Context: an optimization exercise on an open-source flow, tuned for small area. The choices shown serve that exercise and are no tape-out recipe.
No activity file was given, so power comes from the tool's default toggle rates.

==> inputs of job 3613 <==
==> flow/design.v <==
module x10_ctrl (
    input  wire       clk,
    input  wire       load,
    input  wire [2:0] cfg_sel,
    input  wire [2:0] cfg_max,
    input  wire [2:0] cfg_mult,
    input  wire [1:0] cfg_idle,
    input  wire       act_valid,
    input  wire [2:0] act_unit,
    input  wire       act_on,
    input  wire       slow_tick,
    output reg        od_valid,
    output wire [2:0] od_slot,
    output wire [2:0] mux_slot
);
    reg       m3, m4;
    reg [2:0] scan_mult;
    reg [1:0] idle_mode;
    reg [4:1] cam;
    reg       scan;
    reg [3:0] tcnt;
    assign mux_slot = {cam[4], cam[2] | cam[3], cam[1] | cam[3]};
    assign od_slot  = mux_slot;
    wire idle_scan = (idle_mode == 2'd0);
    wire idle_prio = (idle_mode == 2'd1);
    wire       low   = !(cam[4] | cam[3] | cam[2]);           
    wire [4:1] prev_c = {low & m4, cam[4] | (low & m3 & !m4), cam[3] | (low & !m3), cam[2]};
    wire [4:1] next_c = {cam[3] & m4, cam[2] & m3, cam[1],
                         !(cam[1] | cam[2] | cam[3]) | (cam[2] & !m3) | (cam[3] & !m4)};
    wire [4:1] u_hot = {act_unit == 3'd4, act_unit == 3'd3, act_unit == 3'd2, act_unit == 3'd1};
    wire act_row = act_valid && (act_unit != 3'd0) &&
                   !(u_hot[3] && !m3) && !(u_hot[4] && !m4);
    reg [4:1] nx_cam;
    reg       nx_scan;
    reg [3:0] nx_tcnt;
    always @(*) begin
        nx_cam  = cam;
        nx_scan = scan;
        nx_tcnt = tcnt;
        if (act_row) begin
            case ({act_unit, act_on})
                {3'd5, 1'b1}: nx_scan = 1'b1;
                {3'd5, 1'b0}: begin nx_scan = 1'b0; nx_cam = 4'b0000; end
                {3'd6, 1'b1}: begin nx_scan = 1'b0; nx_cam = prev_c; end
                {3'd6, 1'b0}: begin nx_scan = 1'b0; nx_cam = next_c; end
                default:
                    if (act_on) begin
                        nx_scan = 1'b0;
                        nx_cam  = u_hot;
                    end else if (cam == u_hot) begin
                        if (idle_scan) nx_scan = 1'b1;
                        else if (idle_prio) begin nx_scan = 1'b0; nx_cam = 4'b0001; end
                    end
            endcase
            if (!(nx_scan && scan))
                nx_tcnt = 4'd0;
        end else if (slow_tick) begin
            if (scan ? (tcnt[2:0] == scan_mult) : (tcnt == 4'd12)) begin
                nx_tcnt = 4'd0;
                if (scan)
                    nx_cam = next_c;
                else if (idle_scan)
                    nx_scan = 1'b1;
                else if (idle_prio)
                    nx_cam = 4'b0001;
            end else begin
                nx_tcnt = tcnt + 4'd1;
            end
        end
    end
    always @(posedge clk) begin
        if (load) begin
            m3        <= cfg_max[2] | cfg_max[0];
            m4        <= cfg_max[2];
            scan_mult <= cfg_mult;
            idle_mode <= cfg_idle;
            tcnt      <= 4'd0;
            cam       <= (cfg_idle == 2'd1) ? 4'b0001 :
                         {cfg_sel == 3'd4, cfg_sel == 3'd3, cfg_sel == 3'd2, cfg_sel == 3'd1};
            scan      <= (cfg_idle == 2'd0);
            od_valid  <= 1'b1;
        end else begin
            cam       <= nx_cam;
            scan      <= nx_scan;
            tcnt      <= nx_tcnt;
            od_valid  <= (nx_cam != cam);
        end
    end
endmodule
module x10_core (
    input  wire       clk,
    input  wire       rst,             
    input  wire       cfg_variant_b,
    input  wire [2:0] cfg_sel,
    input  wire [2:0] cfg_max,
    input  wire [2:0] cfg_mult,
    input  wire [3:0] cfg_house,
    input  wire [1:0] cfg_idle,
    input  wire       ev_valid,
    input  wire [1:0] ev_kind,         
    input  wire [7:0] ev_data,
    output wire       ev_ready,
    output wire       tx_valid,
    output wire [7:0] tx_data,
    input  wire       tx_ready,
    output wire       od_valid,
    output wire [2:0] od_slot,
    output wire [2:0] mux_slot,
    output wire       rep_valid,
    output wire [7:0] rep_byte,
    output reg        want_resync
);
    localparam [2:0] M_IDLE  = 3'd0;    
    localparam [2:0] M_MASK  = 3'd1;    
    localparam [2:0] M_PAY   = 3'd2;    
    localparam [2:0] M_DISC  = 3'd3;    
    localparam [2:0] M_TX    = 3'd4;    
    localparam [2:0] M_REP   = 3'd5;    
    localparam [2:0] M_RUN   = 3'd6;    
    localparam [2:0] M_FLUSH = 3'd7;    
    function [3:0] raw_house(input vb, input [3:0] h);
        case ({vb, h})
            5'h00: raw_house = 4'h6; 5'h01: raw_house = 4'hE;
            5'h02: raw_house = 4'h2; 5'h03: raw_house = 4'hA;
            5'h04: raw_house = 4'h1; 5'h05: raw_house = 4'h9;
            5'h06: raw_house = 4'h5; 5'h07: raw_house = 4'hD;
            5'h08: raw_house = 4'h7; 5'h09: raw_house = 4'hF;
            5'h0A: raw_house = 4'h3; 5'h0B: raw_house = 4'hB;
            5'h0C: raw_house = 4'h0; 5'h0D: raw_house = 4'h8;
            5'h0E: raw_house = 4'h4; 5'h0F: raw_house = 4'hC;
            5'h10: raw_house = 4'h6; 5'h11: raw_house = 4'h7;
            5'h12: raw_house = 4'h4; 5'h13: raw_house = 4'h5;
            5'h14: raw_house = 4'h8; 5'h15: raw_house = 4'h9;
            5'h16: raw_house = 4'hA; 5'h17: raw_house = 4'hB;
            5'h18: raw_house = 4'hE; 5'h19: raw_house = 4'hF;
            5'h1A: raw_house = 4'hC; 5'h1B: raw_house = 4'hD;
            5'h1C: raw_house = 4'h0; 5'h1D: raw_house = 4'h1;
            5'h1E: raw_house = 4'h2; default: raw_house = 4'h3;
        endcase
    endfunction
    function [2:0] device_a(input [3:0] raw);
        case (raw)
            4'h6: device_a = 3'd1;
            4'hE: device_a = 3'd2;
            4'h2: device_a = 3'd3;
            4'hA: device_a = 3'd4;
            4'h1: device_a = 3'd5;
            4'h9: device_a = 3'd6;
            default: device_a = 3'd0;
        endcase
    endfunction
    localparam [3:0] B_NONE = 4'b1001;
    function [3:0] code_b(input [7:0] u);
        code_b = (!u[7] && u[2:0] == 3'd0 && !(u[6] && u[3])) ? u[6:3] : B_NONE;
    endfunction
    reg       variant_b;
    reg [3:0] house_raw;     
    reg [2:0] mode;
    reg [3:0] cnt;           
    reg [31:0] q;            
    reg [2:0] last_unit;     
    reg [5:0] tk;            
    reg       b_mine;
    reg [3:0] token;         
    wire [7:0] q_byte = {q[28], q[24], q[20], q[16], q[12], q[8], q[4], q[0]};
    assign ev_ready = !mode[2];
    wire accept    = ev_valid && !mode[2];
    wire acc_byte  = accept && (ev_kind == 2'd0);
    wire acc_tick  = accept && (ev_kind == 2'd1);
    wire acc_sync  = accept && (ev_kind == 2'd2);
    wire load      = rst || (accept && (ev_kind == 2'd3));
    assign tx_valid = (mode == M_TX);
    assign tx_data  = cnt[3] ? 8'hC3 : (cnt[2:0] == 3'd7) ? 8'h9B : 8'h00;
    assign rep_valid = (mode == M_REP);
    assign rep_byte  = q_byte;
    wire mine = (ev_data[7:4] == house_raw);
    wire       pay_func = q[0];
    wire [3:0] pay_act  = {(mine && pay_func && ev_data[3:1] == 3'b001) ?
                           last_unit : 3'd0, !ev_data[0]};
    wire [3:0] b_code = code_b(q_byte);
    wire b_go = acc_byte && variant_b && (cnt == 4'd4) && (ev_data == 8'hAD) &&
                b_mine && (token != b_code);
    wire tk_wrap   = variant_b ? tk[2] : (tk == 6'd59);
    wire slow_tick = acc_tick && (!variant_b || tk_wrap);
    wire       run       = (mode == M_RUN);
    wire       act_valid = run || (b_go && !(b_code[3] && b_code[0]));
    wire [2:0] act_unit  = run ? q[3:1] :
                           (b_code[3] ? (b_code[1] ? 3'd6 : 3'd5) : {1'b0, b_code[0], b_code[1]} + 3'd1);
    wire       act_on    = run ? q[0] : !b_code[2];
    x10_ctrl u_ctrl (
        .clk       (clk),
        .load      (load),
        .cfg_sel   (cfg_sel),
        .cfg_max   (cfg_max),
        .cfg_mult  (cfg_mult),
        .cfg_idle  (cfg_idle),
        .act_valid (act_valid),
        .act_unit  (act_unit),
        .act_on    (act_on),
        .slow_tick (slow_tick),
        .od_valid  (od_valid),
        .od_slot   (od_slot),
        .mux_slot  (mux_slot)
    );
    wire cnt_end = (cnt == 4'd1);
    always @(posedge clk) begin
        if (load) begin
            variant_b   <= cfg_variant_b;
            house_raw   <= raw_house(cfg_variant_b, cfg_house);
            mode        <= M_FLUSH;
            cnt         <= 4'd8;
            last_unit   <= 3'd0;
            tk          <= 6'd0;
            want_resync <= 1'b0;
            token       <= B_NONE;
        end else begin
            case (mode)
                M_IDLE: if (acc_byte) begin
                    if (!variant_b) begin
                        if (ev_data == 8'h5A) begin
                            mode <= M_TX; cnt <= 4'd9;
                        end else if (ev_data == 8'h00) begin
                            mode <= M_TX; cnt <= 4'd1;
                        end else if (ev_data == 8'hA5) begin
                            mode <= M_TX; cnt <= 4'd7;
                        end else if (ev_data == 8'h55) begin
                        end else if (ev_data <= 8'd9) begin
                            mode <= M_MASK; cnt <= ev_data[3:0];
                        end else begin
                            {q[28], q[24], q[20], q[16], q[12], q[8], q[4], q[0]} <= ev_data;
                            mode <= M_REP; cnt <= 4'd10;
                        end
                    end else begin
                        case (cnt)
                            4'd0: cnt <= (ev_data == 8'hD5) ? 4'd1 : 4'd0;
                            4'd1: cnt <= (ev_data == 8'hAA) ? 4'd2 : 4'd0;
                            4'd2: begin
                                b_mine <= mine;
                                cnt <= 4'd3;
                            end
                            4'd3: begin
                                {q[28], q[24], q[20], q[16], q[12], q[8], q[4], q[0]} <= ev_data;
                                cnt <= 4'd4;
                            end
                            default: begin
                                cnt <= 4'd0;
                                if (b_go) token <= b_code;
                            end
                        endcase
                    end
                end
                M_MASK, M_PAY, M_DISC: if (acc_byte) begin
                    if (mode == M_MASK)
                        {q[28], q[24], q[20], q[16], q[12], q[8], q[4], q[0]} <= ev_data;
                    if (mode == M_PAY) begin
                        q <= {pay_act, q[31:4]};
                        if (mine && !pay_func)
                            last_unit <= device_a(ev_data[3:0]);
                    end
                    if (cnt_end) begin
                        mode <= (mode == M_DISC) ? M_IDLE : M_RUN;
                        cnt  <= 4'd8;
                    end else begin
                        if (mode == M_MASK) mode <= M_PAY;
                        cnt <= cnt - 4'd1;
                    end
                end
                M_TX: if (tx_ready) begin
                    cnt <= cnt - 4'd1;
                    if (cnt[2:0] == 3'd1)
                        mode <= M_IDLE;
                end
                M_REP: mode <= M_DISC;
                default: begin
                    q   <= {4'd0, q[31:4]};
                    cnt <= cnt - 4'd1;
                    if (cnt_end) begin
                        mode <= M_IDLE;
                        cnt  <= 4'd0;
                    end
                end
            endcase
            if (acc_tick) begin
                if (variant_b) token <= B_NONE;
                if (tk_wrap) begin
                    tk <= 6'd0;
                    if (!variant_b) want_resync <= 1'b1;
                end else begin
                    tk <= tk + 6'd1;
                end
            end
            if (acc_sync && mode == M_IDLE)
                want_resync <= 1'b0;
        end
    end
endmodule
==> flow/run.sh <==
#!/bin/bash
# synth_recipe.tcl (not shown) runs the flow's synth.tcl, then flattens the netlist and writes it again
# the make line also repeats each setting of config.mk as NAME=value (left out here)
make -C /OpenROAD-flow-scripts/flow DESIGN_CONFIG=/design/flow/config.mk WORK_HOME=/design/flow/orfs CLKGATE_MAP_FILE= SYNTH_SCRIPT=/design/flow/synth_recipe.tcl finish
==> flow/config.mk <==
export PLATFORM = sky130hd
export DESIGN_NAME = x10_core
export DESIGN_NICKNAME = x10_core
export VERILOG_FILES = /design/flow/design.v
export SDC_FILE = /design/flow/constraint.sdc
export NUM_CORES = 4
export LEC_CHECK = 0
export ABC_AREA = 1
export CAP_MARGIN = 20
export CORE_MARGIN = 2
export CORE_UTILIZATION = 40
export CTS_BUF_LIST = sky130_fd_sc_hd__clkbuf_4
export SLEW_MARGIN = 20
==> flow/constraint.sdc <==
create_clock -name core_clock -period 10.0 [get_ports {clk}]
set_input_delay 2.0000 -clock core_clock [delete_from_list [all_inputs] [get_ports {clk}]]
set_output_delay 2.0000 -clock core_clock [all_outputs]
set_load 0.01 [all_outputs]
==> job 4804 (differences from job 3613) <==
--- a/flow/design.v
+++ b/flow/design.v
@@ -28,46 +28,31 @@
     wire [4:1] next_c = {cam[3] & m4, cam[2] & m3, cam[1],
                          !(cam[1] | cam[2] | cam[3]) | (cam[2] & !m3) | (cam[3] & !m4)};
     wire [4:1] u_hot = {act_unit == 3'd4, act_unit == 3'd3, act_unit == 3'd2, act_unit == 3'd1};
-    wire act_row = act_valid && (act_unit != 3'd0) &&
-                   !(u_hot[3] && !m3) && !(u_hot[4] && !m4);
-    reg [4:1] nx_cam;
-    reg       nx_scan;
-    reg [3:0] nx_tcnt;
-    always @(*) begin
-        nx_cam  = cam;
-        nx_scan = scan;
-        nx_tcnt = tcnt;
-        if (act_row) begin
-            case ({act_unit, act_on})
-                {3'd5, 1'b1}: nx_scan = 1'b1;
-                {3'd5, 1'b0}: begin nx_scan = 1'b0; nx_cam = 4'b0000; end
-                {3'd6, 1'b1}: begin nx_scan = 1'b0; nx_cam = prev_c; end
-                {3'd6, 1'b0}: begin nx_scan = 1'b0; nx_cam = next_c; end
-                default:
-                    if (act_on) begin
-                        nx_scan = 1'b0;
-                        nx_cam  = u_hot;
-                    end else if (cam == u_hot) begin
-                        if (idle_scan) nx_scan = 1'b1;
-                        else if (idle_prio) begin nx_scan = 1'b0; nx_cam = 4'b0001; end
-                    end
-            endcase
-            if (!(nx_scan && scan))
-                nx_tcnt = 4'd0;
-        end else if (slow_tick) begin
-            if (scan ? (tcnt[2:0] == scan_mult) : (tcnt == 4'd12)) begin
-                nx_tcnt = 4'd0;
-                if (scan)
-                    nx_cam = next_c;
-                else if (idle_scan)
-                    nx_scan = 1'b1;
-                else if (idle_prio)
-                    nx_cam = 4'b0001;
-            end else begin
-                nx_tcnt = tcnt + 4'd1;
-            end
-        end
-    end
+    wire u_ok  = u_hot[1] | u_hot[2] | (u_hot[3] & m3) | (u_hot[4] & m4);
+    wire u5    = (act_unit == 3'd5);
+    wire u6    = (act_unit == 3'd6);
+    wire a_row  = act_valid & (u_ok | u5 | u6);
+    wire a_sel  = act_valid & act_on & u_ok;                      
+    wire a_off  = act_valid & !act_on & |(u_hot & cam);           
+    wire a_scan = act_valid & act_on & u5;
+    wire a_sel0 = act_valid & !act_on & u5;
+    wire a_prev = act_valid & act_on & u6;
+    wire a_next = act_valid & !act_on & u6;
+    wire t_wrap = slow_tick & (scan ? (tcnt[2:0] == scan_mult) : (tcnt == 4'd12));
+    wire pol    = a_off | (t_wrap & !scan);                       
+    wire p_scan = pol & idle_scan;
+    wire p_prio = pol & idle_prio;
+    wire go_nxt = a_next | (t_wrap & scan);
+    wire stop   = a_sel | a_sel0 | a_prev | a_next | p_prio;      
+    wire start  = a_scan | p_scan;                                
+    wire [4:1] nx_cam = a_sel  ? u_hot :
+                        a_prev ? prev_c :
+                        go_nxt ? next_c :
+                        p_prio ? 4'b0001 :
+                        a_sel0 ? 4'b0000 : cam;
+    wire nx_scan = !stop & (start | scan);
+    wire [3:0] nx_tcnt = (a_row | t_wrap) ? ((scan & !stop & !a_row) ? 4'd0 : (scan & !stop) ? tcnt : 4'd0) :
+                         slow_tick ? tcnt + 4'd1 : tcnt;
     always @(posedge clk) begin
         if (load) begin
             m3        <= cfg_max[2] | cfg_max[0];
@@ -149,10 +134,6 @@
             default: device_a = 3'd0;
         endcase
     endfunction
-    localparam [3:0] B_NONE = 4'b1001;
-    function [3:0] code_b(input [7:0] u);
-        code_b = (!u[7] && u[2:0] == 3'd0 && !(u[6] && u[3])) ? u[6:3] : B_NONE;
-    endfunction
     reg       variant_b;
     reg [3:0] house_raw;     
     reg [2:0] mode;
@@ -160,7 +141,6 @@
     reg [31:0] q;            
     reg [2:0] last_unit;     
     reg [5:0] tk;            
-    reg       b_mine;
     reg [3:0] token;         
     wire [7:0] q_byte = {q[28], q[24], q[20], q[16], q[12], q[8], q[4], q[0]};
     assign ev_ready = !mode[2];
@@ -177,16 +157,17 @@
     wire       pay_func = q[0];
     wire [3:0] pay_act  = {(mine && pay_func && ev_data[3:1] == 3'b001) ?
                            last_unit : 3'd0, !ev_data[0]};
-    wire [3:0] b_code = code_b(q_byte);
-    wire b_go = acc_byte && variant_b && (cnt == 4'd4) && (ev_data == 8'hAD) &&
-                b_mine && (token != b_code);
+    wire       b_valid = !ev_data[7] && ev_data[2:0] == 3'd0 && !(ev_data[6] && ev_data[3]);
+    wire [3:0] b_act   = {!b_valid ? 3'd0 :
+                          ev_data[6] ? (ev_data[4] ? 3'd6 : 3'd5) :
+                          {1'b0, ev_data[3], ev_data[4]} + 3'd1, !ev_data[5]};
+    wire [3:0] push_act = variant_b ? b_act : pay_act;
+    wire b_go = (cnt == 4'd4) && (ev_data == 8'hAD) && (token != q[31:28]);
     wire tk_wrap   = variant_b ? tk[2] : (tk == 6'd59);
     wire slow_tick = acc_tick && (!variant_b || tk_wrap);
-    wire       run       = (mode == M_RUN);
-    wire       act_valid = run || (b_go && !(b_code[3] && b_code[0]));
-    wire [2:0] act_unit  = run ? q[3:1] :
-                           (b_code[3] ? (b_code[1] ? 3'd6 : 3'd5) : {1'b0, b_code[0], b_code[1]} + 3'd1);
-    wire       act_on    = run ? q[0] : !b_code[2];
+    wire       act_valid = (mode == M_RUN);
+    wire [2:0] act_unit  = q[3:1];
+    wire       act_on    = q[0];
     x10_ctrl u_ctrl (
         .clk       (clk),
         .load      (load),
@@ -212,7 +193,7 @@
             last_unit   <= 3'd0;
             tk          <= 6'd0;
             want_resync <= 1'b0;
-            token       <= B_NONE;
+            token       <= 4'd0;
         end else begin
             case (mode)
                 M_IDLE: if (acc_byte) begin
@@ -231,20 +212,18 @@
                             mode <= M_REP; cnt <= 4'd10;
                         end
                     end else begin
-                        case (cnt)
-                            4'd0: cnt <= (ev_data == 8'hD5) ? 4'd1 : 4'd0;
-                            4'd1: cnt <= (ev_data == 8'hAA) ? 4'd2 : 4'd0;
-                            4'd2: begin
-                                b_mine <= mine;
-                                cnt <= 4'd3;
-                            end
-                            4'd3: begin
-                                {q[28], q[24], q[20], q[16], q[12], q[8], q[4], q[0]} <= ev_data;
-                                cnt <= 4'd4;
+                        case (cnt[2:0])
+                            3'd0: cnt <= (ev_data == 8'hD5) ? 4'd1 : 4'd0;
+                            3'd1: cnt <= (ev_data == 8'hAA) ? 4'd2 : 4'd0;
+                            3'd2: cnt <= {!mine, 3'd3};
+                            3'd3: begin
+                                q   <= {push_act, q[31:4]};
+                                cnt <= cnt + 4'd1;
                             end
                             default: begin
-                                cnt <= 4'd0;
-                                if (b_go) token <= b_code;
+                                mode <= b_go ? M_RUN : M_FLUSH;
+                                cnt  <= 4'd8;
+                                if (b_go) token <= q[31:28];
                             end
                         endcase
                     end
@@ -253,7 +232,7 @@
                     if (mode == M_MASK)
                         {q[28], q[24], q[20], q[16], q[12], q[8], q[4], q[0]} <= ev_data;
                     if (mode == M_PAY) begin
-                        q <= {pay_act, q[31:4]};
+                        q <= {push_act, q[31:4]};
                         if (mine && !pay_func)
                             last_unit <= device_a(ev_data[3:0]);
                     end
@@ -281,7 +260,7 @@
                 end
             endcase
             if (acc_tick) begin
-                if (variant_b) token <= B_NONE;
+                if (variant_b) token <= 4'd0;
                 if (tk_wrap) begin
                     tk <= 6'd0;
                     if (!variant_b) want_resync <= 1'b1;
CTS_BUF_LIST = sky130_fd_sc_hd__clkbuf_8   (was sky130_fd_sc_hd__clkbuf_4)
CTS_CLUSTER_DIAMETER = 100   (was not set)
CTS_CLUSTER_SIZE = 40   (was not set)
==> comparison table <==
Clock tree buffer count of the final layout: job 3613 11; job 4804 9
Routing usage on met3: job 3613 4.45%; job 4804 4.48%
Post-Route Utilization: job 3613 47.7%; job 4804 47.3%
Final standard cell area without fillers: job 3613 0.00547 mm^2; job 4804 0.00541 mm^2
Clock group total power: job 3613 0.214 mW; job 4804 0.240 mW
Design internal power: job 3613 0.789 mW; job 4804 0.729 mW
Launch point of the critical path: job 3613 ev_data[0]; job 4804 mode[2]
Sort of element at the end of the critical path: job 3613 flop; job 4804 output pin
Transition time at the pin with the least slew margin: job 3613 810 ps; job 4804 879 ps
Required time of the worst setup path: job 3613 10390 ps; job 4804 8000 ps
Critical-path top delay cell: job 3613 sky130_fd_sc_hd__clkdlybuf4s50_1; job 4804 sky130_fd_sc_hd__dfxtp_1
Clock tree root buffer cell: job 3613 sky130_fd_sc_hd__clkbuf_4; job 4804 sky130_fd_sc_hd__clkbuf_8
Detailed-route via count: job 3613 4153; job 4804 4014
Non-filler instance count after layout: job 3613 795; job 4804 766
Total length of routed met3 wires: job 3613 568 um; job 4804 471 um
Synthesized-area fraction occupied by and/or/nand/nor cells: job 3613 27.6%; job 4804 26.9%
Run status: job 3613 timing/DRC/antenna clean; job 4804 timing/DRC/antenna clean
Power drawn by the sequential cells: job 3613 0.526 mW; job 4804 0.507 mW
Switching part of the total: job 3613 41.7%; job 4804 38.3%
Post-Route M1 WL: job 3613 5490 um; job 4804 4820 um
Clock transition time at the flip-flop clock pins of the worst setup and hold paths: job 3613 110 ps; job 4804 90 ps
Via count of the first global-routing pass: job 3613 3917; job 4804 3706
Endpoint arrival time on the critical path: job 3613 4860 ps; job 4804 2520 ps
Mean instance size in the synthesized netlist: job 3613 7.84 um^2; job 4804 8.10 um^2
Slew Limit Headroom: job 3613 45.5%; job 4804 41.4%
Number of cells on the worst reg-to-reg path: job 3613 15; job 4804 4
No functional check of the RTL was part of any run of this note.

## static timing again, ports no longer ideal
Ports are ideal in the flow. The routed layouts listed here were re-timed in OpenROAD.
Step 1 (the two cells are an assumption about what drives the block):
set clk [get_ports {clk}]
set_driving_cell -lib_cell sky130_fd_sc_hd__clkbuf_16 $clk
set_driving_cell -lib_cell sky130_fd_sc_hd__buf_2 [delete_from_list [all_inputs] $clk]
Step 2 moves the port delays by t, midway between the first and last clock arrival at a register: inputs arrive t later, outputs are due t later. That takes back most of the time a late clock gives input paths.
a / b / c = ideal ports / drivers / drivers and shift; a / b = the first two.
run	t (ns)	slack for setup (ns)	worst register clock-pin slew, ns	worst slew at a driven data input, ns	cell pins on the clock port's net
job 3613	0.483	5.523 / 5.527 / 5.044	0.12 / 0.12	0.04	1
job 4804	0.391	5.485 / 5.452 / 5.534	0.09 / 0.09	0.04	1
After both steps every run listed still meets setup and hold. The setup slack of job 3613, which loses most, moves by +0.004 ns with the drivers and by -0.479 ns with both steps.
